What follows belongs to an exercise in optimizing a design on an open flow for small area, a short achievable clock period and few clock cycles per item; a production flow would make more cautious choices. At most, simulation tests tie the RTL to the original design; equivalence was not proved. Function not checked in runs 1, 2 and 5: the RTL went through the layout flow alone. Power figures rest on the tool's default switching activity, not on a simulated workload.

**design/flow/design.v**
```verilog
module radio_mode_fsm #(
    parameter [7:0]  CHANNEL_RESET = 8'h0B,
    parameter [15:0] CCACFG_RESET  = 16'h0000
) (
    input  wire        clk,
    input  wire        rst,             
    input  wire        in_valid,
    output wire        in_ready,
    input  wire        in_kind,         
    input  wire [31:0] in_word,
    input  wire [31:0] in_arg,
    input  wire        in_abortable,    
    input  wire        in_ack_req,      
    input  wire [31:0] pool_handle,
    output wire        pool_take,
    output wire        rsp_valid,
    output wire [31:0] rsp_word,
    output wire        out_valid,
    output wire [31:0] out_w0,
    output wire [31:0] out_w1,
    output wire [1:0]  need,
    output reg  [7:0]  hw_channel,
    output reg  [15:0] hw_cca,
    output wire [7:0]  fault
);
    localparam [4:0] ST_DIS   = 5'b00_000, ST_SLEEP = 5'b00_001,
                     ST_WT    = 5'b01_000, ST_WRF   = 5'b01_001,
                     ST_RXH   = 5'b01_010, ST_RXF   = 5'b01_011,
                     ST_ED    = 5'b01_100, ST_CCA   = 5'b01_101,
                     ST_TXACK = 5'b10_000, ST_CCATX = 5'b10_001,
                     ST_TXF   = 5'b10_010, ST_RXACK = 5'b10_011,
                     ST_CC    = 5'b10_100;
    localparam [3:0] E_RXS  = 4'd0,  E_TXC  = 4'd1,  E_AM0  = 4'd2,  E_AM1  = 4'd3,
                     E_RXC0 = 4'd4,  E_RXC1 = 4'd5,  E_ACK0 = 4'd6,  E_ACK1 = 4'd7,
                     E_ATO  = 4'd8,  E_EDC  = 4'd9,  E_CCA0 = 4'd10, E_CCA1 = 4'd11,
                     E_DIS  = 4'd12, E_TSG  = 4'd13, E_TSR  = 4'd14;
    localparam [2:0] R_TX = 3'd0, R_RX = 3'd1, R_ED = 3'd2, R_EDAB = 3'd3,
                     R_CCA = 3'd4, R_CCAAB = 3'd5;
    reg  [4:0]  state;
    reg         ts_granted;
    reg  [31:0] rx_buffer;
    reg         rx_none;             
    reg         pending_rx;
    reg         resume;
    reg         job_ack_req;
    reg  [31:0] job_frame;           
    reg  [7:0]  cfg_channel;
    reg         pending_channel;
    reg  [15:0] cfg_cca;
    reg         pending_cca;
    reg         cs_held;
    reg  [2:0]  fault_r;
    reg  [3:0]  evq [0:15];
    reg  [4:0]  evq_tail;            
    reg  [3:0]  evq_head;
    reg         ed_held;             
    reg  [7:0]  energy;
    reg         ready_r;
    reg         take_r;
    reg         rsp_v;
    reg  [3:0]  rsp_lo;
    reg  [3:0]  rsp_hi;
    reg         rec_v;
    reg  [2:0]  rec_type;
    reg  [7:0]  rec_lo;
    assign in_ready  = ready_r;
    assign pool_take = take_r;
    assign rsp_valid = rsp_v;
    assign rsp_word  = {24'd0, rsp_hi, rsp_lo};
    assign out_valid = rec_v;
    assign out_w0    = {5'b10000, rec_type, 16'd0, rec_lo};
    assign out_w1    = job_frame;
    assign need      = state[4:3];
    assign fault     = {5'd0, fault_r};
    wire sDIS   = state == ST_DIS;
    wire sSLEEP = state == ST_SLEEP;
    wire sWT    = state == ST_WT;
    wire sWRF   = state == ST_WRF;
    wire sRXH   = state == ST_RXH;
    wire sRXF   = state == ST_RXF;
    wire sED    = state == ST_ED;
    wire sCCA   = state == ST_CCA;
    wire sTXACK = state == ST_TXACK;
    wire sCCATX = state == ST_CCATX;
    wire sTXF   = state == ST_TXF;
    wire sRXACK = state == ST_RXACK;
    wire sCC    = state == ST_CC;
    wire recv   = sWRF || sRXH || sRXF || sTXACK;
    wire txfam  = sCCATX || sTXF || sRXACK;
    wire inset  = sSLEEP || sWT || sWRF;           
    wire probe_legal = recv || (sSLEEP && ts_granted) || (sWT && !resume && ts_granted);
    wire probe_res   = (sSLEEP && !ts_granted) || (sWT && !resume && !ts_granted);
    reg  [3:0] state_code;           
    always @* begin
        case (state)
            ST_DIS:   state_code = 4'd0;
            ST_SLEEP: state_code = 4'd1;
            ST_WT:    state_code = 4'd2;
            ST_WRF:   state_code = 4'd3;
            ST_RXH:   state_code = 4'd4;
            ST_RXF:   state_code = 4'd5;
            ST_TXACK: state_code = 4'd6;
            ST_CCATX: state_code = 4'd7;
            ST_TXF:   state_code = 4'd8;
            ST_RXACK: state_code = 4'd9;
            ST_ED:    state_code = 4'd10;
            ST_CCA:   state_code = 4'd11;
            default:  state_code = 4'd12;
        endcase
    end
    wire queued  = (evq_tail != 5'd0);
    wire stopped = (fault_r != 3'd0);
    wire drain   = !stopped && !take_r && !cs_held && queued;
    wire last    = ({1'b0, evq_head} + 5'd1 == evq_tail);    
    wire [3:0] qcode = evq[evq_head];
    wire q_RXS = qcode == E_RXS;
    wire q_TXC = qcode == E_TXC;
    wire q_AM  = qcode[3:1] == E_AM0[3:1];
    wire q_RXC = qcode[3:1] == E_RXC0[3:1];
    wire q_ACK = qcode[3:1] == E_ACK0[3:1];
    wire q_ATO = qcode == E_ATO;
    wire q_EDC = qcode == E_EDC;
    wire q_CCA = qcode[3:1] == E_CCA0[3:1];
    wire q_DIS = qcode == E_DIS;
    wire q_TSG = qcode == E_TSG;
    wire q_TSR = qcode == E_TSR;
    wire [7:0] opc = in_word[31:24];
    wire b0        = in_word[0];
    wire acc       = in_valid && ready_r;
    wire acc_cmd   = acc && !in_kind;
    wire acc_ev    = acc && in_kind;
    wire c_SLEEP = acc_cmd && opc == 8'h01;
    wire c_RECV  = acc_cmd && opc == 8'h02;
    wire c_TX    = acc_cmd && opc == 8'h03;
    wire c_ED    = acc_cmd && opc == 8'h04;
    wire c_CCA   = acc_cmd && opc == 8'h05;
    wire c_CC    = acc_cmd && opc == 8'h06;
    wire c_CUR   = acc_cmd && opc == 8'h08;
    wire c_NBF   = acc_cmd && opc == 8'h09;
    wire c_CHU   = acc_cmd && opc == 8'h0A;
    wire c_CCU   = acc_cmd && opc == 8'h0B;
    wire c_CSE   = acc_cmd && opc == 8'h0E;
    wire c_CSX   = acc_cmd && opc == 8'h0F;
    wire c_CFGCH = acc_cmd && opc == 8'h10;
    wire c_CFGCA = acc_cmd && opc == 8'h11;
    wire c_probe = c_ED || c_CCA || c_CC;
    wire dev   = acc_ev && !cs_held;
    wire qev   = drain || (c_CSX && queued);
    wire enq   = acc_ev && cs_held;
    wire deq   = qev;
    wire b     = acc_ev ? b0 : qcode[0];
    wire ev_RXS = dev ? opc == 8'h40 : qev && q_RXS;
    wire ev_AM  = dev ? opc == 8'h41 : qev && q_AM;
    wire ev_RXC = dev ? opc == 8'h42 : qev && q_RXC;
    wire ev_TXC = dev ? opc == 8'h43 : qev && q_TXC;
    wire ev_ACK = dev ? opc == 8'h44 : qev && q_ACK;
    wire ev_ATO = dev ? opc == 8'h45 : qev && q_ATO;
    wire ev_EDC = dev ? opc == 8'h46 : qev && q_EDC;
    wire ev_CCA = dev ? opc == 8'h47 : qev && q_CCA;
    wire ev_DIS = dev ? opc == 8'h48 : qev && q_DIS;
    wire ev_TSG = dev ? opc == 8'h60 : qev && q_TSG;
    wire ev_TSR = dev ? opc == 8'h61 : qev && q_TSR;
    reg  [3:0] ev_code;              
    always @* begin
        case (opc[5:0])
            6'h00: ev_code = E_RXS;
            6'h01: ev_code = {3'b001, b0};
            6'h02: ev_code = {3'b010, b0};
            6'h03: ev_code = E_TXC;
            6'h04: ev_code = {3'b011, b0};
            6'h05: ev_code = E_ATO;
            6'h06: ev_code = E_EDC;
            6'h07: ev_code = {3'b101, b0};
            6'h08: ev_code = E_DIS;
            6'h20: ev_code = E_TSG;
            default: ev_code = E_TSR;
        endcase
    end
    wire t_RXS    = ev_RXS && sWRF;
    wire t_AM     = ev_AM && sRXH;
    wire t_RXC    = ev_RXC && sRXF;
    wire t_TXCf   = ev_TXC && sTXF;
    wire t_TXCa   = ev_TXC && sTXACK;
    wire t_ACK    = ev_ACK && b && sRXACK;
    wire t_ATO    = ev_ATO && sRXACK;
    wire t_EDC    = ev_EDC && sED;
    wire t_CCAtx  = ev_CCA && sCCATX;
    wire t_CCAc   = ev_CCA && sCCA;
    wire t_DIS    = (ev_DIS || ev_TSR) && sDIS;
    wire t_TSGcc  = ev_TSG && sWT && resume;
    wire t_TSGl   = ev_TSG && sWT && !resume && !pending_rx;
    wire t_TSRl   = ev_TSR && (recv || sED || sCCA);
    wire t_TSRab  = ev_TSR && (sED || sCCA);
    wire t_TSRj   = ev_TSR && txfam;
    wire t_TSRcc  = ev_TSR && sCC;
    wire cj       = (t_TXCf && !job_ack_req) || t_ACK || t_ATO || (t_CCAtx && b) || t_TSRj;
    wire k_SLEEP  = c_SLEEP && ((sWT && !resume) || sWRF || (sRXH && in_abortable));
    wire k_RECV   = c_RECV && (sSLEEP || sCC || (sWT && resume));
    wire k_TX     = c_TX && (sWRF || sRXH || sRXF);
    wire k_probe  = c_probe && probe_legal;
    wire k_NBF    = c_NBF && pending_rx && sWT;
    wire erl      = k_RECV || (t_RXC && !b) || t_TXCa || cj || t_EDC || t_CCAc ||
                    t_TSGl || t_TSRl;
    wire n_ts     = ev_TSG ? 1'b1 : ev_TSR ? 1'b0 : ts_granted;
    wire erl_bz   = rx_none || t_RXC;
    wire pool_zero = (pool_handle == 32'd0);
    wire erl_none = erl_bz && pool_zero;
    wire take     = erl && erl_bz;
    wire chg = erl || t_RXS || t_AM || (t_RXC && b) || (t_TXCf && job_ack_req) ||
               (t_CCAtx && !b) || t_DIS || t_TSGcc || t_TSRcc ||
               k_SLEEP || k_TX || k_probe || (k_NBF && ts_granted);
    wire [4:0] n_state_chg =
          ({5{erl}}                     & {4'b0100, !erl_none && n_ts})
        | ({5{t_RXS}}                   & ST_RXH)
        | ({5{t_AM}}                    & (b ? ST_RXF : ST_WRF))
        | ({5{t_RXC && b}}              & ST_TXACK)
        | ({5{t_TXCf && job_ack_req}}   & ST_RXACK)
        | ({5{t_CCAtx && !b}}           & ST_TXF)
        | ({5{t_DIS}}                   & ST_SLEEP)
        | ({5{t_TSGcc}}                 & ST_CC)
        | ({5{t_TSRcc}}                 & ST_WT)
        | ({5{k_SLEEP}}                 & ST_DIS)
        | ({5{k_TX}}                    & (b0 ? ST_CCATX : ST_TXF))
        | ({5{k_probe}}                 & (opc[1:0] == 2'd0 ? ST_ED :
                                           opc[1:0] == 2'd1 ? ST_CCA : ST_CC))
        | ({5{k_NBF}}                   & ST_WRF);
    wire [4:0] n_state = chg ? n_state_chg : state;
    wire n_rx_none = erl ? erl_none : (t_RXC && b) ? 1'b1 : k_NBF ? 1'b0 : rx_none;
    wire n_pending_rx = erl ? erl_none : (k_SLEEP || k_probe || k_NBF) ? 1'b0 : pending_rx;
    wire n_resume = t_TSRcc ? 1'b1 :
                    (erl || t_TSGcc || k_SLEEP || k_probe) ? 1'b0 : resume;
    wire n_cs = c_CSE ? 1'b1 : c_CSX ? 1'b0 : cs_held;
    wire into_set = erl || (t_AM && !b) || t_DIS || t_TSRcc;
    wire upd_channel = (pending_channel && into_set) || (c_CHU && inset);
    wire upd_cca     = (pending_cca && into_set) || (c_CCU && inset);
    wire n_pending_channel = (pending_channel && !into_set) || (c_CHU && !inset);
    wire n_pending_cca     = (pending_cca && !into_set) || (c_CCU && !inset);
    wire rec = t_RXC || t_EDC || t_CCAc || t_TSRab || cj;
    wire [2:0] n_rec_type = ev_RXC ? R_RX :
                            ev_EDC ? R_ED :
                            (ev_TSR && sED) ? R_EDAB :
                            (ev_CCA && sCCA) ? R_CCA :
                            (ev_TSR && sCCA) ? R_CCAAB : R_TX;
    wire [7:0] n_rec_lo = ev_EDC ? (dev ? in_word[7:0] : energy) :
                          {6'd0, ev_ATO || t_TSRj, t_TSRj || (ev_CCA && b)};
    reg  [3:0] n_rsp_lo;
    always @* begin
        n_rsp_lo = 4'd1;
        if (c_SLEEP && !k_SLEEP)
            n_rsp_lo = 4'd2;
        if (c_RECV && !(k_RECV || sWT || recv))
            n_rsp_lo = 4'd2;
        if (c_TX && !k_TX)
            n_rsp_lo = sWT ? 4'd4 : 4'd2;
        if (c_probe && !probe_legal)
            n_rsp_lo = probe_res ? 4'd4 : 4'd2;
        if (k_NBF)
            n_rsp_lo = 4'd9;
    end
    wire [3:0] n_rsp_hi = c_CUR ? state_code : 4'd0;
    wire z23_8 = (in_word[23:8] == 16'd0);
    wire z7_1  = (in_word[7:1] == 7'd0);
    reg        ev_ok;
    always @* begin
        case (opc)
            8'h40, 8'h43, 8'h45, 8'h48, 8'h60, 8'h61: ev_ok = z23_8 && z7_1 && !b0;
            8'h41, 8'h42, 8'h44, 8'h47:               ev_ok = z23_8 && z7_1;
            8'h46:                                    ev_ok = z23_8;
            default:                                  ev_ok = 1'b0;
        endcase
    end
    reg cmd_ok;
    always @* begin
        case (opc)
            8'h01, 8'h02, 8'h04, 8'h05, 8'h06, 8'h08, 8'h09, 8'h0A, 8'h0B,
            8'h0E, 8'h0F: cmd_ok = z23_8 && z7_1 && !b0;
            8'h03:        cmd_ok = z23_8 && z7_1;
            8'h10:        cmd_ok = z23_8;
            8'h11:        cmd_ok = in_word[23:16] == 8'd0;
            default:      cmd_ok = 1'b0;
        endcase
    end
    wire needs_cs = (opc >= 8'h01 && opc <= 8'h06) || (opc >= 8'h08 && opc <= 8'h0B);
    wire arg_zero = (in_arg == 32'd0);
    reg  [2:0] step_fault;
    always @* begin
        step_fault = 3'd0;
        if (in_kind) begin
            if (!ev_ok)
                step_fault = 3'd1;
            else if (cs_held && evq_tail[4])
                step_fault = 3'd6;
        end else begin
            if (!cmd_ok)
                step_fault = 3'd1;
            else if ((opc == 8'h03 || opc == 8'h09) && arg_zero)
                step_fault = 3'd7;
            else if (needs_cs && !cs_held)
                step_fault = 3'd2;
            else if (opc == 8'h0E && cs_held)
                step_fault = 3'd3;
            else if (opc == 8'h0F && !cs_held)
                step_fault = 3'd4;
        end
    end
    wire faulting = acc && (step_fault != 3'd0);
    wire [4:0] n_tail = deq ? (last ? 5'd0 : evq_tail) : (enq ? evq_tail + 5'd1 : evq_tail);
    wire n_ready = !faulting && !stopped && !take && (n_cs || n_tail == 5'd0);
    always @(posedge clk) begin
        if (rst) begin
            state           <= ST_SLEEP;
            ts_granted      <= 1'b0;
            rx_none         <= 1'b1;
            pending_rx      <= 1'b0;
            resume          <= 1'b0;
            cfg_channel     <= CHANNEL_RESET;
            hw_channel      <= CHANNEL_RESET;
            pending_channel <= 1'b0;
            cfg_cca         <= CCACFG_RESET;
            hw_cca          <= CCACFG_RESET;
            pending_cca     <= 1'b0;
            cs_held         <= 1'b0;
            fault_r         <= 3'd0;
            evq_tail        <= 5'd0;
            evq_head        <= 4'd0;
            ed_held         <= 1'b0;
            ready_r         <= 1'b1;
            take_r          <= 1'b0;
            rsp_v           <= 1'b0;
            rec_v           <= 1'b0;
        end else begin
            state           <= n_state;
            ts_granted      <= n_ts;
            rx_none         <= n_rx_none;
            pending_rx      <= n_pending_rx;
            resume          <= n_resume;
            pending_channel <= n_pending_channel;
            pending_cca     <= n_pending_cca;
            cs_held         <= n_cs;
            if (c_CFGCH)
                cfg_channel <= in_word[7:0];
            if (c_CFGCA)
                cfg_cca <= in_word[15:0];
            if (acc)
                fault_r <= step_fault;
            ready_r         <= n_ready;
            take_r          <= take && !faulting;
            rsp_v           <= acc_cmd && !faulting;
            rec_v           <= rec && !faulting;
            if (upd_channel)
                hw_channel <= cfg_channel;
            if (upd_cca)
                hw_cca <= cfg_cca;
            evq_tail <= n_tail;
            if (enq && opc[2:0] == 3'd6)
                ed_held <= 1'b1;
            if (deq) begin
                if (last) begin
                    evq_head <= 4'd0;
                    ed_held  <= 1'b0;
                end else
                    evq_head <= evq_head + 4'd1;
            end
        end
    end
    always @(posedge clk) begin
        if (k_TX)
            job_ack_req <= in_ack_req;
        if (c_TX && !txfam)
            job_frame <= in_arg;
        else if (ev_RXC && sRXF)
            job_frame <= rx_buffer;
        else if ((ev_EDC || ev_CCA || ev_TSR) && (sED || sCCA))
            job_frame <= 32'd0;
        rsp_lo      <= n_rsp_lo;
        rsp_hi      <= n_rsp_hi;
        rec_type    <= n_rec_type;
        rec_lo      <= n_rec_lo;
        if (rx_none || (ev_RXC && sRXF))
            rx_buffer <= c_NBF ? in_arg : pool_handle;
        if (enq && opc[2:0] == 3'd6 && !ed_held)
            energy <= in_word[7:0];
        if (enq)
            evq[evq_tail[3:0]] <= ev_code;
    end
endmodule
```
**design/flow/run.sh**
```bash
#!/bin/bash
# synth_recipe.tcl (not shown) runs the flow's synth.tcl, then flattens the netlist and writes it again
# the make line also repeats each setting of config.mk as NAME=value (left out here)
make -C /OpenROAD-flow-scripts/flow DESIGN_CONFIG=/design/flow/config.mk WORK_HOME=/design/flow/orfs CLKGATE_MAP_FILE= SYNTH_SCRIPT=/design/flow/synth_recipe.tcl finish
```
**design/flow/config.mk**
```make
export PLATFORM = sky130hd
export DESIGN_NAME = radio_mode_fsm
export DESIGN_NICKNAME = radio_mode_fsm
export VERILOG_FILES = /design/flow/design.v
export SDC_FILE = /design/flow/constraint.sdc
export NUM_CORES = 4
export LEC_CHECK = 0
export CAP_MARGIN = 20
export CORE_MARGIN = 2
export CORE_UTILIZATION = 40
export PLACE_DENSITY = 0.6
export SETUP_SLACK_MARGIN = 4.5
export SLEW_MARGIN = 20
```
**design/flow/constraint.sdc**
```tcl
create_clock -name core_clock -period 8.0 [get_ports {clk}]
set_input_delay 1.6000 -clock core_clock [delete_from_list [all_inputs] [get_ports {clk}]]
set_output_delay 1.6000 -clock core_clock [all_outputs]
set_load 0.01 [all_outputs]
```
==> flow_summary.yaml, run 1 <==
clock_tree:
  clockRootBuffer: "clkbuf_16"
  clock_sinks: 237
  clk_latency_ps: 550
  htree_levels: 1
  clkTransAtPathRegs_ps: 60
  cts_tree: "done"
  hold_buffers: 0
  cts_buffers: 26
  cts.path.max_buffers: 3
critical_path:
  arrival_ps: 4430
  worstPathCellList: "buf_8 > or4_4 > or4_4 > a211o_4 > buf_4 > nor4_4 > or2_4 > a31o_2 > or3b_4 > o22ai_4 > buf_12 > mux2i_1"
  critical_path.top_delay_family: "simple AND/OR/NAND/NOR gates"
  crit_buf_inv: 3
  worstSetupPathType: "input pin to register"
  cp-end-kind: "register"
  crit_slowest_cell: "or4_4"
  critPathMaxStageDelay_ps: 540
  cp-start-kind: "input pin"
  critical_path.most_common_cell: "or4_4"
  cp_max_fo: 8
  cp_data_required_time_ps: 8440
detailed_routing:
  dr.first_iter.drc_count: 1052
  drtPass1Iterations: 6
  num_vias: 10200
  ant_nets: 0
  drcViolationCount: 0
  drt-wirelength-per-cell_um: 21.36
  avgViaCountPerCell: 5.620
  drt_wl_total_um: 38750
sta:
  setup_tns_ps: 0
  max_freq_mhz: 250.5
  tightest_slew_ps: 910.7
  timing.final.crit_share: 0.4989
  rsz0062_at_grt: "yes"
  slew_headroom: 0.3882
  fin_skew_ps: 9.446
  layout_min_cycle_time_ps: 3991
  setup_viol: 0
  hold_viol: 0
  slew_viol_final: 0
layout:
  most-common-layout-cells: "172 x clkdlybuf4s50_1, 169 x nand2_1, 137 x edfxtp_1"
  fin_util: 0.5662
  layout_commonest_cell: "clkdlybuf4s50_1"
  drive_gt1_frac: 0.2451
  area_growth_pct: 38.49
  fin_nets: 1515
run_status:
  status: "complete, no violations"
power_and_ir_drop:
  share_comb_of_total_power: 0.068
  leakage_nw: 6.114
  power.share.clock: 0.452
  seq_power_share: 0.479
  power.internal_mw: 2.099
  vdd_drop_max_v: 0.0001485
  power_switching_uw: 616.2
  p_per_area_nw_per_um2: 166.2
  swShare: 0.2270
die:
  die_area_um2: 30880
  dieWidth_um: 175.7
  die_h_um: 175.7
  core-area_um2: 28860
  pin_count: 236
  initial_core_util: 0.4088
  rows: 62
global_route:
  antenna_found_initial: 5
  grt_pass1_vias: 9896
  grt_pass1_wl_um: 58070
  grtUsageTotal: 0.2431
  grt_overflow: 0
  grt_start_max_net_pins: 69
logic_synthesis:
  avgSynthCellArea_um2: 10.02
  syn_inst: 1177
  synth-async-reset-ratio: 0
  syn-cell-area_um2: 11800
  yosys_warnings: 1
  synth-seq-cells: 237
  ys_types: 75
  synth-edff-count: 137
  ys_seq_area_frac: 0.5184
  synth-main-ff-cell: "edfxtp_1"
placed_design:
  io_buffers: 185
  routabilityCongestion: 1.035
  dp_hpwl_um: 26120
worst_hold_path:
  hold_path.class: "register to register"
flow_run:
  drv_cap: 0
==> power groups by stage <==
stage               Clock, mW  Combinational (mW)  Sequential (mW)
global placement            0               0.160             1.32
CTS                      1.25               0.177             1.30
global route             1.29               0.196             1.30
floorplan                   0              0.0830             1.32
finish                   1.23               0.185             1.30
detailed placement          0               0.160             1.32
==> state kept, by name, indices dropped and copies added (netlist names), 5 cells and up, named ones only <==
| name | flops |
|---|---|
| cfg_cca | 16 |
| cfg_channel | 8 |
| energy | 8 |
| evq | 64 |
| evq_tail | 5 |
| hw_cca | 16 |
| hw_channel | 8 |
| job_frame | 32 |
| rec_lo | 8 |
| rx_buffer | 32 |
| state | 5 |
==> synthesized netlist by cell type (all sizes together), types with 14 or more instances <==
library cell,count,share of area
mux2,32,0.031
nand3,53,0.022
nand2,203,0.065
edfxtp,137,0.35
nor2,94,0.030
nand2b,16,0.0085
nand4,14,0.0074
buf,59,0.037
nor3,22,0.0093
clkbuf,58,0.018
a21oi,62,0.027
o21ai,49,0.021
mux4,17,0.032
dfxtp,100,0.17
inv,17,0.0054
nor4,34,0.018
mux2i,38,0.032
==> area by class of cell <==
type                    count  area [um^2]
diodes                      2        5.005
clock buffers              41        835.8
clock inverters             7        66.31
fillers                  2525        12520
inverters                  18        75.07
multi-input cells         857         6053
flip-flops and latches    237         6127
well taps                 384        480.5
repair buffers            267         2688
repair inverters            1        7.507
==> stage by stage <==
| step | setup WS, ps | hold slack, ps | cell area [um^2] | power (mW) | std cells |
|---|---|---|---|---|---|
| floorplan | 3670 | 425.9 | 12150 | 1.407 | 1225 |
| global placement | 2127 | 438.3 | 13930 | 1.484 | 1690 |
| detailed placement | 2015 | 447.1 | 13930 | 1.485 | 1690 |
| CTS | 3938 | 456.3 | 15900 | 2.725 | 1791 |
| global route | 3958 | 474.6 | 16340 | 2.791 | 1814 |
| finish | 4009 | 456.2 | 16340 | 2.715 | 1814 |
==> worst paths after layout <==
check	slack, ps	cells past startpoint	to	startpoint
worst max-delay path	4010	12	hw_cca[5]	in_word[30]
worst min-delay path	460	2	cfg_cca[5]	cfg_cca[5]
worst max register to register	4220	9	hw_cca[5]	register
worst min register to register	460	2	cfg_cca[5]	cfg_cca[5]
==> cells by family (layout without fill, tap and decap cells) <==
| kind of cell | Yosys count | after routing | synth area share |
|---|---|---|---|
| buffers and inverters | 135 | 334 | 0.06162 |
| DFF | 237 | 237 | 0.5184 |
| and+or+nand+nor | 513 | 513 | 0.2076 |
| xor gates and xnor gates | 10 | 10 | 0.007424 |
| AOI/OAI and AO/OA | 188 | 192 | 0.1038 |
| adders and majority gates | 5 | 5 | 0.005303 |
| other | 2 | 52 | 0.0006366 |
| muxes | 87 | 87 | 0.09524 |
==> per-layer routing <==
metal	track usage	vias up	wire length (um)
li1	-	4675	-
met1	0.3215	4970	16400
met2	0.3980	455	18240
met3	0.04870	93	2696
met4	0.08540	2	1400
met5	0	-	12
==> worst min-delay path: stages, from the launching register on <==
cell	delay, ps
dfxtp_1	310
nand2_1	50
a21oi_1	50
==> repair_timing <==
item,CTS,global route
pin swaps,56,37
resized for setup,181,81
setup buffers,45,21
gates cloned,8,0
endpoints found under the setup margin,238,157
==> run 2, diff against run 1 <==
==> design/flow/flow/run.sh (new file) <==
#!/bin/bash
# The standard layout (standard.sh), with every port buffered by a
# sky130_fd_sc_hd__buf_1 instead of the cell buffer_ports picks by default.
set -euo pipefail
export BUFFER_PORTS_ARGS="-buffer_cell sky130_fd_sc_hd__buf_1"
bash standard.sh > standard.log 2>&1
==> design/flow/standard.sh (new file) <==
#!/bin/bash
# synth_recipe.tcl (not shown) runs the flow's synth.tcl, then flattens the netlist and writes it again
# the make line also repeats each setting of config.mk as NAME=value (left out here)
make -C /OpenROAD-flow-scripts/flow DESIGN_CONFIG=/design/flow/config.mk WORK_HOME=/design/flow/orfs CLKGATE_MAP_FILE= SYNTH_SCRIPT=/design/flow/synth_recipe.tcl "${@:-finish}"
--- a/design/flow/config.mk
+++ b/design/flow/config.mk
@@ -10,4 +10,4 @@
 export CORE_UTILIZATION = 40
 export PLACE_DENSITY = 0.6
-export SETUP_SLACK_MARGIN = 4.5
+export SETUP_SLACK_MARGIN = 5.0
 export SLEW_MARGIN = 20
removed: design/flow/run.sh
==> flow_summary.yaml, run 2 <==
detailed_routing:
  drcViolationCount: 0
  num_vias: 9925
  drtPass1Iterations: 6
  avgViaCountPerCell: 5.532
  ant_nets: 0
  drt_wl_total_um: 36060
  dr.first_iter.drc_count: 1032
  drt-wirelength-per-cell_um: 20.10
critical_path:
  critical_path.top_delay_family: "simple AND/OR/NAND/NOR gates"
  critPathMaxStageDelay_ps: 550
  cp-start-kind: "input pin"
  crit_slowest_cell: "or4_4"
  critical_path.most_common_cell: "or4_4"
  worstSetupPathType: "input pin to register"
  crit_buf_inv: 2
  arrival_ps: 4490
  worstPathCellList: "buf_8 > or4_4 > or4_4 > a211o_4 > nor4_4 > a21oi_1 > o211ai_1 > buf_4 > nor4_2 > or2_4 > a21oi_2"
  cp-end-kind: "register"
  cp_data_required_time_ps: 8470
  cp_max_fo: 6
logic_synthesis:
  synthXorXnorAreaFrac: 0.007424
  synth-async-reset-ratio: 0
  yosys-top-cells-count: "203 x nand2_1, 137 x edfxtp_1, 100 x dfxtp_1"
  synthAdderAreaFrac: 0.005303
  syn-cell-area_um2: 11800
  ys_types: 75
  synth-compound-area-share: 0.1038
  syn_inst: 1177
  synthTopCellsByArea: "edfxtp_1 35%, dfxtp_1 17%, nand2_1 6.5%, buf_4 3.4%, mux4_2 3.2%"
  yosys-mux-area-fraction: 0.09524
  yosys_warnings: 1
  synth-seq-cells: 237
  synth_top_family_by_area: "simple AND/OR/NAND/NOR gates"
  synth_top_area_cell: "edfxtp_1"
  netlist.area_leader.share: 0.3487
  avgSynthCellArea_um2: 10.02
  yosysMostFrequentCell: "nand2_1"
  synth-main-ff-cell: "edfxtp_1"
  ys_seq_area_frac: 0.5184
  synth-simple-area-share: 0.2076
  synth-edff-count: 137
power_and_ir_drop:
  leakage_nw: 5.547
  p_per_area_nw_per_um2: 173.6
  vdd_drop_max_v: 0.0001421
  p_total_mw: 2.607
layout:
  largest_reg_flops: 64
  fin_nets: 1496
  most-common-layout-cells: "180 x nand2_1, 178 x buf_1, 137 x edfxtp_1"
  nFillCells: 2584
  layout_commonest_cell: "nand2_1"
  fin_util: 0.5204
  multiInputGateArea_um2: 6073
  seqCellArea_um2: 6125
  drive_gt1_frac: 0.2236
  stdcell_count: 1794
  area_growth_pct: 27.30
sta:
  slew_headroom: 0.3025
  layout_min_cycle_time_ps: 4021
  setup_tns_ps: 0
  setup_viol: 0
  max_freq_mhz: 248.7
  tightest_slew_ps: 1038
  rsz0062_at_grt: "yes"
  fin_skew_ps: 7.826
  timing.final.crit_share: 0.5027
  slew_viol_final: 0
  fin_ws_ps: 3979
  hold_viol: 0
clock_tree:
  clk_latency_ps: 540
  clockRootBuffer: "clkbuf_16"
  clkTransAtPathRegs_ps: 60
  cts.path.max_buffers: 3
  htree_levels: 1
  cts_buffers: 26
  cts_tree: "done"
  clock_sinks: 237
  hold_buffers: 0
global_route:
  grt_pass1_wl_um: 52120
  grt_pass1_vias: 9122
  grtUsageTotal: 0.2176
  antenna_found_initial: 1
  grt_start_max_net_pins: 67
  grt_overflow: 0
run_status:
  status: "complete, no violations"
die:
  pin_count: 236
  die_area_um2: 30880
  core-area_um2: 28860
  dieWidth_um: 175.7
  initial_core_util: 0.4088
  rows: 62
  die_h_um: 175.7
flow_run:
  drv_cap: 0
placed_design:
  io_buffers: 185
  routabilityCongestion: 0.9629
  dp_hpwl_um: 24020
  place_ws_ps: 2417
  dp_cells: 1685
worst_hold_path:
  hold_path.class: "register to register"
## run 2: cell counts after synthesis
Identical to the previous run, type by type.
## run 2: power by group
part           leakage [nW]  internal (mW)  total [mW]  switching (mW)
logic                  2.90         0.0471       0.145          0.0983
clock network         0.412          0.674        1.16           0.489
registers              2.23           1.29        1.30         0.00523
total                  5.55           2.02        2.61           0.592
## run 2: final cells by class
cell class | count | area share
Antenna cell | 1 | 0.0001666
Inverter | 18 | 0.004749
Sequential cell | 237 | 0.4078
Clock inverter | 15 | 0.007082
Timing Repair inverter | 1 | 0.0004999
Tap cell | 384 | 0.03199
Clock buffer | 33 | 0.04849
Multi-Input combinational cell | 857 | 0.4044
Timing Repair Buffer | 248 | 0.09481
## run 2: path summary, 6_finish.rpt
path	end	from	slack [ps]	depth (start not counted)
worst max register to register	hw_cca[14]	register	4180	9
worst min register to register	cfg_cca[2]	cfg_cca[2]	450	2
worst min-delay path	cfg_cca[2]	cfg_cca[2]	450	2
worst max-delay path	pending_rx	in_word[31]	3980	11
## run 2: through the flow
step / cell area (um^2) / hold WS [ps]
final: 15020 / 453.4
after floorplan: 12420 / 434.4
after global routing: 15020 / 473.7
after global placement: 12910 / 440.5
after detailed placement: 12920 / 444.9
after CTS: 14460 / 457.2
## run 2: cells by family after synthesis
family                     count (synthesis)
other                                      2
adders and majority gates                  5
buffers and inverters                    135
and+or+nand+nor                          513
xor gates and xnor gates                  10
AOI/OAI and AO/OA                        188
muxes                                     87
DFF                                      237
## run 2: tightest hold or removal path: cells and delay by family, from the launching register on
| kind | cells | cell delay (ps) |
|---|---|---|
| flops | 1 | 310 |
| simple gates | 1 | 50 |
| compound gates | 1 | 50 |
## run 2: routing by layer
metal / vias up / track usage / share of wire / wire length (um)
met1: 4804 / 0.2929 / 0.43 / 15340
met4: 0 / 0.07404 / 0.032 / 1154
met3: 88 / 0.03874 / 0.072 / 2614
met5: - / 0 / 0 / 0
li1: 4655 / - / - / -
met2: 378 / 0.3552 / 0.47 / 16950
## run 2: timing repair
action,CTS,global route
hold endpoints to repair,0,0
pin swaps,35,24
endpoints found under the setup margin,307,252
gates cloned,4,4
gates resized for setup,105,90
buffers inserted,34,18
==> run 3, diff against run 2 <==
--- a/design/flow/design.v
+++ b/design/flow/design.v
@@ -130,19 +130,35 @@
     wire acc_cmd   = acc && !in_kind;
     wire acc_ev    = acc && in_kind;
-    wire c_SLEEP = acc_cmd && opc == 8'h01;
-    wire c_RECV  = acc_cmd && opc == 8'h02;
-    wire c_TX    = acc_cmd && opc == 8'h03;
-    wire c_ED    = acc_cmd && opc == 8'h04;
-    wire c_CCA   = acc_cmd && opc == 8'h05;
-    wire c_CC    = acc_cmd && opc == 8'h06;
-    wire c_CUR   = acc_cmd && opc == 8'h08;
-    wire c_NBF   = acc_cmd && opc == 8'h09;
-    wire c_CHU   = acc_cmd && opc == 8'h0A;
-    wire c_CCU   = acc_cmd && opc == 8'h0B;
-    wire c_CSE   = acc_cmd && opc == 8'h0E;
-    wire c_CSX   = acc_cmd && opc == 8'h0F;
-    wire c_CFGCH = acc_cmd && opc == 8'h10;
-    wire c_CFGCA = acc_cmd && opc == 8'h11;
+    wire c_SLEEP = acc_cmd && opc[4:0] == 5'h01;
+    wire c_RECV  = acc_cmd && opc[4:0] == 5'h02;
+    wire c_TX    = acc_cmd && opc[4:0] == 5'h03;
+    wire c_ED    = acc_cmd && opc[4:0] == 5'h04;
+    wire c_CCA   = acc_cmd && opc[4:0] == 5'h05;
+    wire c_CC    = acc_cmd && opc[4:0] == 5'h06;
+    wire c_CUR   = acc_cmd && opc[4:0] == 5'h08;
+    wire c_NBF   = acc_cmd && opc[4:0] == 5'h09;
+    wire c_CHU   = acc_cmd && opc[4:0] == 5'h0A;
+    wire c_CCU   = acc_cmd && opc[4:0] == 5'h0B;
+    wire c_CSE   = acc_cmd && opc[4:0] == 5'h0E;
+    wire c_CSX   = acc_cmd && opc[4:0] == 5'h0F;
+    wire c_CFGCH = acc_cmd && opc[4] && !opc[0];
+    wire c_CFGCA = acc_cmd && opc[4] && opc[0];
     wire c_probe = c_ED || c_CCA || c_CC;
+    wire o_4x  = !opc[5] && !opc[3];
+    wire d_RXS = o_4x && opc[2:0] == 3'd0;
+    wire d_AM  = o_4x && opc[2:0] == 3'd1;
+    wire d_RXC = o_4x && opc[2:0] == 3'd2;
+    wire d_TXC = o_4x && opc[2:0] == 3'd3;
+    wire d_ACK = o_4x && opc[2:0] == 3'd4;
+    wire d_ATO = o_4x && opc[2:0] == 3'd5;
+    wire d_EDC = o_4x && opc[2:0] == 3'd6;
+    wire d_CCA = o_4x && opc[2:0] == 3'd7;
+    wire d_DIS = !opc[5] && opc[3];
+    wire d_TSG = opc[5] && !opc[0];
+    wire d_TSR = opc[5] && opc[0];
+    wire [3:0] ev_code = d_RXS ? E_RXS : d_AM ? {3'b001, b0} : d_RXC ? {3'b010, b0} :
+                         d_TXC ? E_TXC : d_ACK ? {3'b011, b0} : d_ATO ? E_ATO :
+                         d_EDC ? E_EDC : d_CCA ? {3'b101, b0} : d_DIS ? E_DIS :
+                         d_TSG ? E_TSG : E_TSR;
     wire dev   = acc_ev && !cs_held;
     wire qev   = drain || (c_CSX && queued);
@@ -150,31 +166,15 @@
     wire deq   = qev;
     wire b     = acc_ev ? b0 : qcode[0];
-    wire ev_RXS = dev ? opc == 8'h40 : qev && q_RXS;
-    wire ev_AM  = dev ? opc == 8'h41 : qev && q_AM;
-    wire ev_RXC = dev ? opc == 8'h42 : qev && q_RXC;
-    wire ev_TXC = dev ? opc == 8'h43 : qev && q_TXC;
-    wire ev_ACK = dev ? opc == 8'h44 : qev && q_ACK;
-    wire ev_ATO = dev ? opc == 8'h45 : qev && q_ATO;
-    wire ev_EDC = dev ? opc == 8'h46 : qev && q_EDC;
-    wire ev_CCA = dev ? opc == 8'h47 : qev && q_CCA;
-    wire ev_DIS = dev ? opc == 8'h48 : qev && q_DIS;
-    wire ev_TSG = dev ? opc == 8'h60 : qev && q_TSG;
-    wire ev_TSR = dev ? opc == 8'h61 : qev && q_TSR;
-    reg  [3:0] ev_code;              
-    always @* begin
-        case (opc[5:0])
-            6'h00: ev_code = E_RXS;
-            6'h01: ev_code = {3'b001, b0};
-            6'h02: ev_code = {3'b010, b0};
-            6'h03: ev_code = E_TXC;
-            6'h04: ev_code = {3'b011, b0};
-            6'h05: ev_code = E_ATO;
-            6'h06: ev_code = E_EDC;
-            6'h07: ev_code = {3'b101, b0};
-            6'h08: ev_code = E_DIS;
-            6'h20: ev_code = E_TSG;
-            default: ev_code = E_TSR;
-        endcase
-    end
+    wire ev_RXS = dev ? d_RXS : qev && q_RXS;
+    wire ev_AM  = dev ? d_AM  : qev && q_AM;
+    wire ev_RXC = dev ? d_RXC : qev && q_RXC;
+    wire ev_TXC = dev ? d_TXC : qev && q_TXC;
+    wire ev_ACK = dev ? d_ACK : qev && q_ACK;
+    wire ev_ATO = dev ? d_ATO : qev && q_ATO;
+    wire ev_EDC = dev ? d_EDC : qev && q_EDC;
+    wire ev_CCA = dev ? d_CCA : qev && q_CCA;
+    wire ev_DIS = dev ? d_DIS : qev && q_DIS;
+    wire ev_TSG = dev ? d_TSG : qev && q_TSG;
+    wire ev_TSR = dev ? d_TSR : qev && q_TSR;
     wire t_RXS    = ev_RXS && sWRF;
     wire t_AM     = ev_AM && sRXH;
@@ -353,5 +353,5 @@
                 hw_cca <= cfg_cca;
             evq_tail <= n_tail;
-            if (enq && opc[2:0] == 3'd6)
+            if (enq && d_EDC)
                 ed_held <= 1'b1;
             if (deq) begin
@@ -379,5 +379,5 @@
         if (rx_none || (ev_RXC && sRXF))
             rx_buffer <= c_NBF ? in_arg : pool_handle;
-        if (enq && opc[2:0] == 3'd6 && !ed_held)
+        if (enq && d_EDC && !ed_held)
             energy <= in_word[7:0];
         if (enq)
--- a/design/flow/config.mk
+++ b/design/flow/config.mk
@@ -6,4 +6,5 @@
 export NUM_CORES = 4
 export LEC_CHECK = 0
+export ABC_AREA = 1
 export CAP_MARGIN = 20
 export CORE_MARGIN = 2
==> flow_summary.yaml, run 3 <==
clock_tree:
  cts_buffers: 26
  clockRootBuffer: "clkbuf_16"
  htree_levels: 1
  clk_latency_ps: 530
  cts_tree: "done"
  clock_sinks: 237
  cts.path.max_buffers: 3
  clkTransAtPathRegs_ps: 60
  hold_buffers: 0
worst_hold_path:
  hold_path.class: "register to register"
sta:
  layout_min_cycle_time_ps: 3273
  slew_headroom: 0.5033
  rsz0062_at_grt: "yes"
  timing.final.crit_share: 0.4091
  setup_tns_ps: 0
  max_freq_mhz: 305.6
  tightest_slew_ps: 744.0
  slew_viol_final: 0
  hold_viol: 0
  fin_ws_ps: 4728
  fin_skew_ps: 12.06
  setup_viol: 0
flow_run:
  drv_cap: 0
logic_synthesis:
  netlist.area_leader.share: 0.3463
  synth-seq-cells: 237
  syn-cell-area_um2: 11880
  syn_inst: 1444
  ys_types: 50
  ys_seq_area_frac: 0.5147
  yosys_warnings: 1
  yosys-top-cells-count: "285 x nand2_1, 173 x inv_1, 165 x nor2_1"
  synth-main-ff-cell: "edfxtp_1"
  avgSynthCellArea_um2: 8.228
  synthTopCellsByArea: "edfxtp_1 35%, dfxtp_1 17%, nand2_1 9.0%, nand3_1 6.5%, inv_1 5.5%"
  yosysMostFrequentCell: "nand2_1"
  synth-async-reset-ratio: 0
  synth-edff-count: 137
  synth_top_area_cell: "edfxtp_1"
placed_design:
  place_ws_ps: 3441
  routabilityCongestion: 0.9372
  dp_hpwl_um: 23480
  io_buffers: 185
  placed_cell_area_um2: 12860
detailed_routing:
  drt_wl_total_um: 34810
  drcViolationCount: 0
  ant_nets: 0
  dr.first_iter.drc_count: 702
  drt-wirelength-per-cell_um: 16.54
  num_vias: 10660
  avgViaCountPerCell: 5.062
  drtPass1Iterations: 5
die:
  die_area_um2: 31100
  dieWidth_um: 176.3
  initial_core_util: 0.4030
  pin_count: 236
  die_h_um: 176.3
  core-area_um2: 29480
  rows: 63
layout:
  fin_nets: 1801
  most-common-layout-cells: "266 x nand2_1, 175 x buf_1, 166 x inv_1"
  area_growth_pct: 26.72
  largest_reg_flops: 64
  drive_gt1_frac: 0.1763
  final_area_um2: 15060
  nFillCells: 2829
  fin_util: 0.5107
  layout_commonest_cell: "nand2_1"
power_and_ir_drop:
  p_per_area_nw_per_um2: 173.3
  seq_power_share: 0.504
  power.internal_mw: 2.013
  leakage_nw: 6.273
  power_switching_uw: 596.6
  share_comb_of_total_power: 0.067
  power.share.clock: 0.429
  vdd_drop_max_v: 0.0001464
  swShare: 0.2287
global_route:
  grt_start_max_net_pins: 66
  grt_overflow: 0
  grt_pass1_wl_um: 53960
  grt_pass1_vias: 10150
  grtUsageTotal: 0.2186
  antenna_found_initial: 2
run_status:
  status: "complete, no violations"
critical_path:
  cp-start-kind: "input pin"
  worstSetupPathType: "input pin to register"
  cp_max_fo: 8
  cp_data_required_time_ps: 8250
  arrival_ps: 3520
  cp-end-kind: "register"
run 3: cell types whose count changed in the layout (fill, tap and decap cells not counted), sizes merged, moves of 32 or more:
cell | before | now
inv | 16 | 187
mux2 | 32 | 0
mux2i | 38 | 0
nand2 | 203 | 311
nand3 | 53 | 159
nor2 | 94 | 177
o21ai | 49 | 113
run 3: area by class of cell:
class                           count  area (um^2)  area share
Multi-Input combinational cell    972         5303      0.3522
Antenna cell                        2        5.005   0.0003324
Tap cell                          390        488.0     0.03241
Sequential cell                   237         6117      0.4063
Clock inverter                      2        13.76   0.0009142
Timing Repair Buffer              269         1593      0.1058
Timing Repair inverter              1        16.27    0.001080
Inverter                          187        747.0     0.04961
Clock buffer                       45        773.2     0.05136
run 3: metrics by stage:
| step | total power [mW] | instances | hold slack, ps |
|---|---|---|---|
| 5_1_grt | 2.701 | 2105 | 488.6 |
| 3_5_place_dp | 1.483 | 1975 | 456.7 |
| 3_3_place_gp | 1.482 | 1975 | 454.6 |
| 2_1_floorplan | 1.440 | 1492 | 429.2 |
| 4_1_cts | 2.621 | 2078 | 471.3 |
| 6_report | 2.609 | 2105 | 462.8 |
run 3: per-layer routing:
| layer | track usage | wire length, um | vias to the layer above |
|---|---|---|---|
| li1 | - | - | 5185 |
| met1 | 0.2862 | 14920 | 5052 |
| met2 | 0.3611 | 16600 | 345 |
| met3 | 0.03854 | 1992 | 74 |
| met4 | 0.08437 | 1296 | 0 |
| met5 | 0 | 0 | - |
run 3: cell families after synthesis:
kind of cell	after synthesis	synth area share
AO/OA/AOI/OAI	197	0.09088
XOR/XNOR	4	0.002949
adder cells (fa/ha/maj)	5	0.005265
buffers and inverters	290	0.1165
flip-flops	237	0.5147
other	2	0.0006321
AND/OR/NAND/NOR	709	0.2691
run 3: worst max-delay path, cell delays in order:
cell and delay, ps:
buf_8 90, nand2_8 70, nor2_4 160, inv_4 60, nor2_8 150, buf_6 140
buf_8 120, nand2_4 60, nor2_4 100, inv_2 50, nand2_4 110, inv_4 50
buf_4 130, nor2_4 80, inv_2 50, nand4_1 80, buf_6 140, buf_6 120
buf_16 120
run 3: path summary, 6_finish.rpt:
kind / start / to / slack [ps] / cells past startpoint
setup / recovery: in_valid / job_frame[24] / 4730 / 19
hold / removal: cfg_channel[4] / hw_channel[4] / 460 / 2
setup reg to reg: register / hw_cca[11] / 5080 / 22
hold reg to reg: cfg_channel[4] / hw_channel[4] / 460 / 2
run 3: power by group through the flow:
| stage | registers, mW | logic, mW | clock network [mW] |
|---|---|---|---|
| finish | 1.32 | 0.175 | 1.12 |
| global route | 1.32 | 0.192 | 1.19 |
| CTS | 1.31 | 0.165 | 1.14 |
| detailed placement | 1.34 | 0.143 | 0 |
| global placement | 1.34 | 0.142 | 0 |
| floorplan | 1.34 | 0.100 | 0 |
run 3: what timing repair did:
action                     4_1_cts  5_1_grt
hold endpoints to repair         0        0
gates resized for setup        132       51
setup endpoints to repair      192      162
pin swaps                       47       40
cloned                          10        2
buffers inserted                46       23
Testbench counts of run 3, summed over its fixed seeds: cycles 35,005, items 32,000.
==> run 4, diff against run 3 <==
--- a/design/flow/config.mk
+++ b/design/flow/config.mk
@@ -6,5 +6,4 @@
 export NUM_CORES = 4
 export LEC_CHECK = 0
-export ABC_AREA = 1
 export CAP_MARGIN = 20
 export CORE_MARGIN = 2
==> flow_summary.yaml, run 4 <==
logic_synthesis:
  synth-async-reset-ratio: 0
  yosysMostFrequentCell: "nand2_1"
  synth-seq-cells: 237
  synth-edff-count: 137
  synth-main-ff-cell: "edfxtp_1"
  avgSynthCellArea_um2: 10.50
  ys_seq_area_frac: 0.5172
  yosys_warnings: 1
  syn-cell-area_um2: 11820
  ys_types: 93
  netlist.area_leader.share: 0.3479
  synth_top_area_cell: "edfxtp_1"
  syn_inst: 1126
  yosys-top-cells-count: "183 x nand2_1, 137 x edfxtp_1, 100 x dfxtp_1"
  synthTopCellsByArea: "edfxtp_1 35%, dfxtp_1 17%, nand2_1 5.8%, mux2i_1 4.7%, buf_4 3.4%"
global_route:
  grt_pass1_wl_um: 54190
  antenna_found_initial: 0
  grt_start_max_net_pins: 67
  grtUsageTotal: 0.2275
  grt_overflow: 0
  grt_pass1_vias: 9211
clock_tree:
  clockRootBuffer: "clkbuf_16"
  clkTransAtPathRegs_ps: 60
  clk_latency_ps: 530
  cts.path.max_buffers: 3
  htree_levels: 1
  cts_buffers: 26
  clock_sinks: 237
  cts_tree: "done"
die:
  die_area_um2: 30950
  initial_core_util: 0.4086
  pin_count: 236
  die_h_um: 175.9
  dieWidth_um: 175.9
  rows: 62
  core-area_um2: 28940
sta:
  hold_viol: 0
  timing.final.crit_share: 0.4574
  max_freq_mhz: 273.3
  rsz0062_at_grt: "yes"
  setup_tns_ps: 0
  fin_skew_ps: 16.33
  tightest_slew_ps: 1031
  setup_viol: 0
  hold_ws_ps: 450.9
  slew_viol_final: 0
  layout_min_cycle_time_ps: 3659
  slew_headroom: 0.3125
placed_design:
  routabilityCongestion: 0.8907
  dp_cells: 1636
  io_buffers: 185
  dp_hpwl_um: 23750
run_status:
  status: "complete, no violations"
critical_path:
  critPathMaxStageDelay_ps: 520
  arrival_ps: 4120
  cp_data_required_time_ps: 8460
  worstPathCellList: "buf_8 > buf_6 > nand4_1 > o32a_4 > buf_6 > nor3_4 > o211ai_1 > buf_4 > a21oi_4 > buf_12 > a2111oi_4 > nand4_4 > or4b_4 > a21oi_2"
  cp_max_fo: 7
  critical_path.most_common_cell: "buf_6"
  cp-start-kind: "input pin"
  crit_slowest_cell: "or4b_4"
  worstSetupPathType: "input pin to register"
  cp-end-kind: "register"
layout:
  antennaDiodeCount: 0
  area_growth_pct: 32.95
  drive_gt1_frac: 0.2723
  layout_commonest_cell: "buf_1"
  fin_nets: 1486
  stdcell_count: 1783
  largest_reg_flops: 64
  most-common-layout-cells: "175 x buf_1, 150 x nand2_1, 137 x edfxtp_1"
worst_hold_path:
  hold_path.class: "register to register"
detailed_routing:
  num_vias: 9772
  dr.first_iter.drc_count: 827
  drcViolationCount: 0
  ant_nets: 0
  avgViaCountPerCell: 5.481
  drtPass1Iterations: 6
  drt-wirelength-per-cell_um: 20.36
  drt_wl_total_um: 36290
power_and_ir_drop:
  leakage_nw: 5.927
  vdd_drop_max_v: 0.0001336
  p_per_area_nw_per_um2: 176.7
flow_run:
  drv_cap: 0
[run 4: through the flow]
| step | util | total power [mW] | setup WS, ps | area (um^2) |
|---|---|---|---|---|
| detailed placement | 0.4412 | 1.478 | 2804 | 12770 |
| global placement | 0.4412 | 1.477 | 2892 | 12770 |
| finish | 0.5433 | 2.777 | 4341 | 15720 |
| CTS | 0.5225 | 2.779 | 4396 | 15120 |
| global route | 0.5433 | 2.864 | 4311 | 15720 |
| floorplan | - | 1.436 | 3976 | 12310 |
[run 4: cell type report]
type,instances,area (um^2)
Multi-Input combinational cell,816,6122
Clock inverter,10,151.4
Sequential cell,237,6125
Tap cell,384,480.5
Clock buffer,38,778.2
Fill cell,2499,13220
Timing Repair Buffer,285,2014
Inverter,13,48.80
[run 4: layer usage]
layer | global-route usage | vias up | wire length (um) | part of all wire
met4 | 0.06887 | 0 | 958 | 0.026
met1 | 0.3039 | 4763 | 15260 | 0.42
met2 | 0.3806 | 385 | 17810 | 0.49
met5 | 0 | - | 0 | 0
met3 | 0.03811 | 65 | 2268 | 0.062
li1 | - | 4559 | - | -
[run 4: logic make-up after synthesis]
group / Yosys count / share of synthesized area
AO/OA/AOI/OAI: 167 / 0.09958
XOR/XNOR: 11 / 0.009312
adder cells (fa/ha/maj): 5 / 0.005291
buffers and inverters: 127 / 0.06095
flip-flops: 237 / 0.5172
multiplexers: 108 / 0.1125
other: 2 / 0.0006352
AND/OR/NAND/NOR: 469 / 0.1945
[run 4: worst paths after layout]
check / startpoint / to / slack [ps] / depth (start not counted)
worst min register to register: cfg_cca[0] / hw_cca[0] / 450 / 2
worst min-delay path: cfg_cca[0] / hw_cca[0] / 450 / 2
worst max-delay path: in_word[25] / pending_rx / 4340 / 14
worst max register to register: register / hw_cca[11] / 4500 / 10
[run 4: what timing repair did]
action,CTS,global route
endpoints found under the setup margin,268,193
hold buffers,0,0
pin swaps,36,26
cloned,18,0
resized for setup,131,101
setup buffers,62,19
[run 4: where the power goes]
group / total [mW] / leakage (nW) / internal, mW / switching (mW)
sequential: 1.31 / 2.19 / 1.30 / 0.0117
combinational: 0.183 / 3.27 / 0.0694 / 0.113
clock: 1.28 / 0.459 / 0.801 / 0.480
[run 4: critical path: cells and delay by family]
family,cells,cell delay (ps)
simple gates,4,870
buf+inv,5,620
compound gates,5,1020
==> run 5, diff against run 4 <==
--- a/design/flow/design.v
+++ b/design/flow/design.v
@@ -51,7 +51,9 @@
     reg         cs_held;
     reg  [2:0]  fault_r;
-    reg  [3:0]  evq [0:15];
+    reg  [3:0]  evq [0:15];          
     reg  [4:0]  evq_tail;            
     reg  [3:0]  evq_head;
+    reg  [4:0]  evq_count;           
+    reg  [3:0]  evq_last;            
     reg         ed_held;             
     reg  [7:0]  energy;
@@ -109,5 +111,5 @@
         endcase
     end
-    wire queued  = (evq_tail != 5'd0);
+    wire queued  = (evq_tail != 5'd0);   
     wire stopped = (fault_r != 3'd0);
     wire drain   = !stopped && !take_r && !cs_held && queued;
@@ -164,4 +166,6 @@
     wire qev   = drain || (c_CSX && queued);
     wire enq   = acc_ev && cs_held;
+    wire drop  = (ev_code == E_ACK0) || (evq_count != 5'd0 && ev_code == evq_last);
+    wire store = enq && !drop;
     wire deq   = qev;
     wire b     = acc_ev ? b0 : qcode[0];
@@ -289,5 +293,5 @@
             if (!ev_ok)
                 step_fault = 3'd1;
-            else if (cs_held && evq_tail[4])
+            else if (cs_held && evq_count[4])
                 step_fault = 3'd6;
         end else begin
@@ -305,5 +309,5 @@
     end
     wire faulting = acc && (step_fault != 3'd0);
-    wire [4:0] n_tail = deq ? (last ? 5'd0 : evq_tail) : (enq ? evq_tail + 5'd1 : evq_tail);
+    wire [4:0] n_tail = deq ? (last ? 5'd0 : evq_tail) : (store ? evq_tail + 5'd1 : evq_tail);
     wire n_ready = !faulting && !stopped && !take && (n_cs || n_tail == 5'd0);
     always @(posedge clk) begin
@@ -324,4 +328,5 @@
             evq_tail        <= 5'd0;
             evq_head        <= 4'd0;
+            evq_count       <= 5'd0;
             ed_held         <= 1'b0;
             ready_r         <= 1'b1;
@@ -353,13 +358,16 @@
                 hw_cca <= cfg_cca;
             evq_tail <= n_tail;
-            if (enq && d_EDC)
-                ed_held <= 1'b1;
-            if (deq) begin
-                if (last) begin
-                    evq_head <= 4'd0;
-                    ed_held  <= 1'b0;
-                end else
-                    evq_head <= evq_head + 4'd1;
+            if (c_CSE) begin
+                evq_count <= 5'd0;
+                ed_held   <= 1'b0;
+            end
+            if (enq) begin
+                evq_count <= evq_count + 5'd1;
+                evq_last  <= ev_code;
             end
+            if (store && d_EDC)
+                ed_held <= 1'b1;
+            if (deq)
+                evq_head <= last ? 4'd0 : evq_head + 4'd1;
         end
     end
@@ -379,7 +387,7 @@
         if (rx_none || (ev_RXC && sRXF))
             rx_buffer <= c_NBF ? in_arg : pool_handle;
-        if (enq && d_EDC && !ed_held)
+        if (store && d_EDC && !ed_held)
             energy <= in_word[7:0];
-        if (enq)
+        if (store)
             evq[evq_tail[3:0]] <= ev_code;
     end
==> flow_summary.yaml, run 5 <==
detailed_routing:
  drt_wl_total_um: 38430
  avgViaCountPerCell: 5.548
  num_vias: 10280
  dr.first_iter.drc_count: 677
  ant_nets: 0
  wl_met2_um: 18080
  drcViolationCount: 0
  highest_layer: "met4"
  drtPass1Iterations: 5
  met1_length_um: 16180
  wl_met3_um: 3036
  drt-wirelength-per-cell_um: 20.75
sta:
  rsz0062_at_grt: "yes"
  timing.final.crit_share: 0.4593
  layout_min_cycle_time_ps: 3674
  setup_tns_ps: 0
  slew_headroom: 0.4281
  setup_viol: 0
  hold_viol: 0
  fin_ws_ps: 4326
  max_freq_mhz: 272.2
  slew_viol_final: 0
  hold_ws_ps: 467.3
  tightest_slew_ps: 856.7
  fin_skew_ps: 17.13
die:
  core-area_um2: 30510
  dieWidth_um: 179.7
  initial_core_util: 0.4049
  die_h_um: 179.7
  die_area_um2: 32300
  pin_count: 236
  rows: 64
worst_hold_path:
  min_path_cells: 2
  whs_endpoint: "hw_cca[5]"
  min_from: "cfg_cca[5]"
  hold_path.class: "register to register"
global_route:
  antenna_found_initial: 1
  grt_pass1_vias: 9636
  grt_overflow: 0
  grt_start_max_net_pins: 79
  grtUsageTotal: 0.2237
  grt_pass1_wl_um: 57080
logic_synthesis:
  yosysMostFrequentCell: "edfxtp_1"
  ys_types: 85
  syn_inst: 1185
  synth-seq-cells: 246
  synth-async-reset-ratio: 0
  synth_top_area_cell: "edfxtp_1"
  yosys_warnings: 1
  syn-cell-area_um2: 12350
  netlist.area_leader.share: 0.3428
  yosys-top-cells-count: "141 x edfxtp_1, 132 x nand2_1, 113 x nor2_1"
  synthTopCellsByArea: "edfxtp_1 34%, dfxtp_1 17%, nand2_1 4.0%, mux2i_1 3.8%, nor2_1 3.4%"
  avgSynthCellArea_um2: 10.42
  synth-edff-count: 141
  ys_seq_area_frac: 0.5130
  synth-main-ff-cell: "edfxtp_1"
power_and_ir_drop:
  p_per_area_nw_per_um2: 174.0
  vdd_drop_max_v: 0.0001241
  p_total_mw: 2.835
  leakage_nw: 5.998
clock_tree:
  clockRootBuffer: "clkbuf_16"
  clock_sinks: 246
  clkTransAtPathRegs_ps: 60
  cts.path.max_buffers: 3
  cts_buffers: 28
  htree_levels: 1
  clk_latency_ps: 540
  cts_tree: "done"
critical_path:
  cp_max_fo: 8
  reg2reg_slack_ps: 4500
  arrival_ps: 4090
  cp-start-kind: "input pin"
  worstSetupPathType: "input pin to register"
  r2r-end: "state[3]"
  cp_data_required_time_ps: 8420
  cp-end-kind: "register"
  rr_worst_depth: 9
layout:
  layout_commonest_cell: "buf_1"
  area_growth_pct: 31.91
  drive_gt1_frac: 0.2667
  final_area_um2: 16290
  fin_nets: 1542
  most-common-layout-cells: "176 x buf_1, 141 x edfxtp_1, 120 x nand2_1"
  largest_reg_flops: 64
  nFillCells: 2674
run_status:
  status: "complete, no violations"
placed_design:
  io_buffers: 185
  place_ws_ps: 2564
  routabilityCongestion: 0.9762
  placed_cell_area_um2: 13320
  dp_hpwl_um: 24870
flow_run:
  drv_cap: 0
## run 5: kinds of logic (layout without fill, tap and decap cells)
logic type	count (synthesis)	count (layout)	synth area share
buffers and inverters	140	354	0.06361
and+or+nand+nor	522	528	0.2157
xor gates and xnor gates	15	15	0.01175
adders and majority gates	7	7	0.007090
muxes	100	100	0.1021
AOI/OAI and AO/OA	153	155	0.08620
DFF	246	246	0.5130
other	2	51	0.0006080
## run 5: where the power goes
group | switching (mW) | total (mW) | internal, mW
clock | 0.517 | 1.29 | 0.770
sequential | 0.00956 | 1.36 | 1.35
combinational | 0.119 | 0.189 | 0.0706
## run 5: what timing repair did
action / CTS / global route
hold buffers: 0 / 0
gates resized for setup: 156 / 102
pin swaps: 70 / 82
buffers inserted: 54 / 29
gates cloned: 10 / 6
endpoints found under the setup margin: 305 / 261
## run 5: worst max-delay path by stage
stage | to | slack (ps) | from | depth (start not counted)
3_5_place_dp | hw_cca[10] | 2560 | in_kind | 10
6_report | hw_cca[3] | 4330 | in_word[27] | 12
2_1_floorplan | hw_cca[10] | 4040 | in_kind | 11
4_1_cts | state[3] | 4320 | in_word[27] | 12
3_3_place_gp | state[3] | 2660 | in_word[26] | 10
5_1_grt | state[3] | 4240 | in_word[24] | 13
## run 5: final cells by class
class | instances | area, um^2 | area share
Timing Repair Buffer | 284 | 1862 | 0.1143
Inverter | 18 | 67.56 | 0.004147
Antenna cell | 1 | 2.502 | 0.0001536
Clock buffer | 40 | 848.3 | 0.05207
Clock inverter | 12 | 95.09 | 0.005836
Sequential cell | 246 | 6346 | 0.3895
Tap cell | 396 | 495.5 | 0.03041
Multi-Input combinational cell | 855 | 6576 | 0.4036
## run 5: routing by layer
| metal | GRT usage | vias up |
|---|---|---|
| met5 | 0 | - |
| met4 | 0.07154 | 0 |
| met3 | 0.03971 | 83 |
| met2 | 0.3641 | 492 |
| met1 | 0.3038 | 4950 |
| li1 | - | 4750 |
## run 5: worst max-delay path, cell delays in order
cell and delay, ps:
buf_1 80, buf_6 120, nand4_1 200, o32ai_4 270, nand3b_4 110, a2111o_2 550
a2111oi_4 310, buf_4 210, a21oi_4 60, buf_12 160, a41o_4 270, mux2i_1 130
## run 5: stage by stage
stage / util / instances
after floorplan: - / 1233
after global placement: 0.4366 / 1700
after detailed placement: 0.4367 / 1700
after CTS: 0.5083 / 1816
after global routing: 0.5340 / 1852
final: 0.5340 / 1852

[static timing again, ports no longer ideal]
Ports are ideal in the flow. The routed layouts listed here were re-timed in OpenROAD. Step 1: set_driving_cell puts a clkbuf_16 on clk and a buf_2 on each other input, an assumption about the parent block. Step 2 adds t to the input delays and takes it off the output delays; t is the mean of the earliest and latest rising clock arrival at the registers after step 1. Input paths then give back, and output paths get back, about the clock's delay inside the block. Three values: no drivers, after step 1, after step 2; two values: the first two.
| run | t (ns) | setup WS [ns] | worst hold slack (ns) |
|---|---|---|---|
| run 1 | 0.598 | 4.009 / 4.000 / 3.402 | 0.456 / 0.456 / 0.456 |
| run 2 | 0.584 | 3.979 / 3.978 / 3.394 | 0.453 / 0.453 / 0.453 |
| run 3 | 0.577 | 4.728 / 4.720 / 4.144 | 0.463 / 0.463 / 0.463 |
| run 4 | 0.575 | 4.341 / 4.340 / 3.764 | 0.451 / 0.451 / 0.451 |
| run 5 | 0.583 | 4.326 / 4.305 / 3.722 | 0.467 / 0.467 / 0.467 |
After both steps setup and hold are still met in every run listed. For run 1, which loses most, drivers alone change the setup slack by -0.009 ns; drivers and shift together by -0.607 ns.
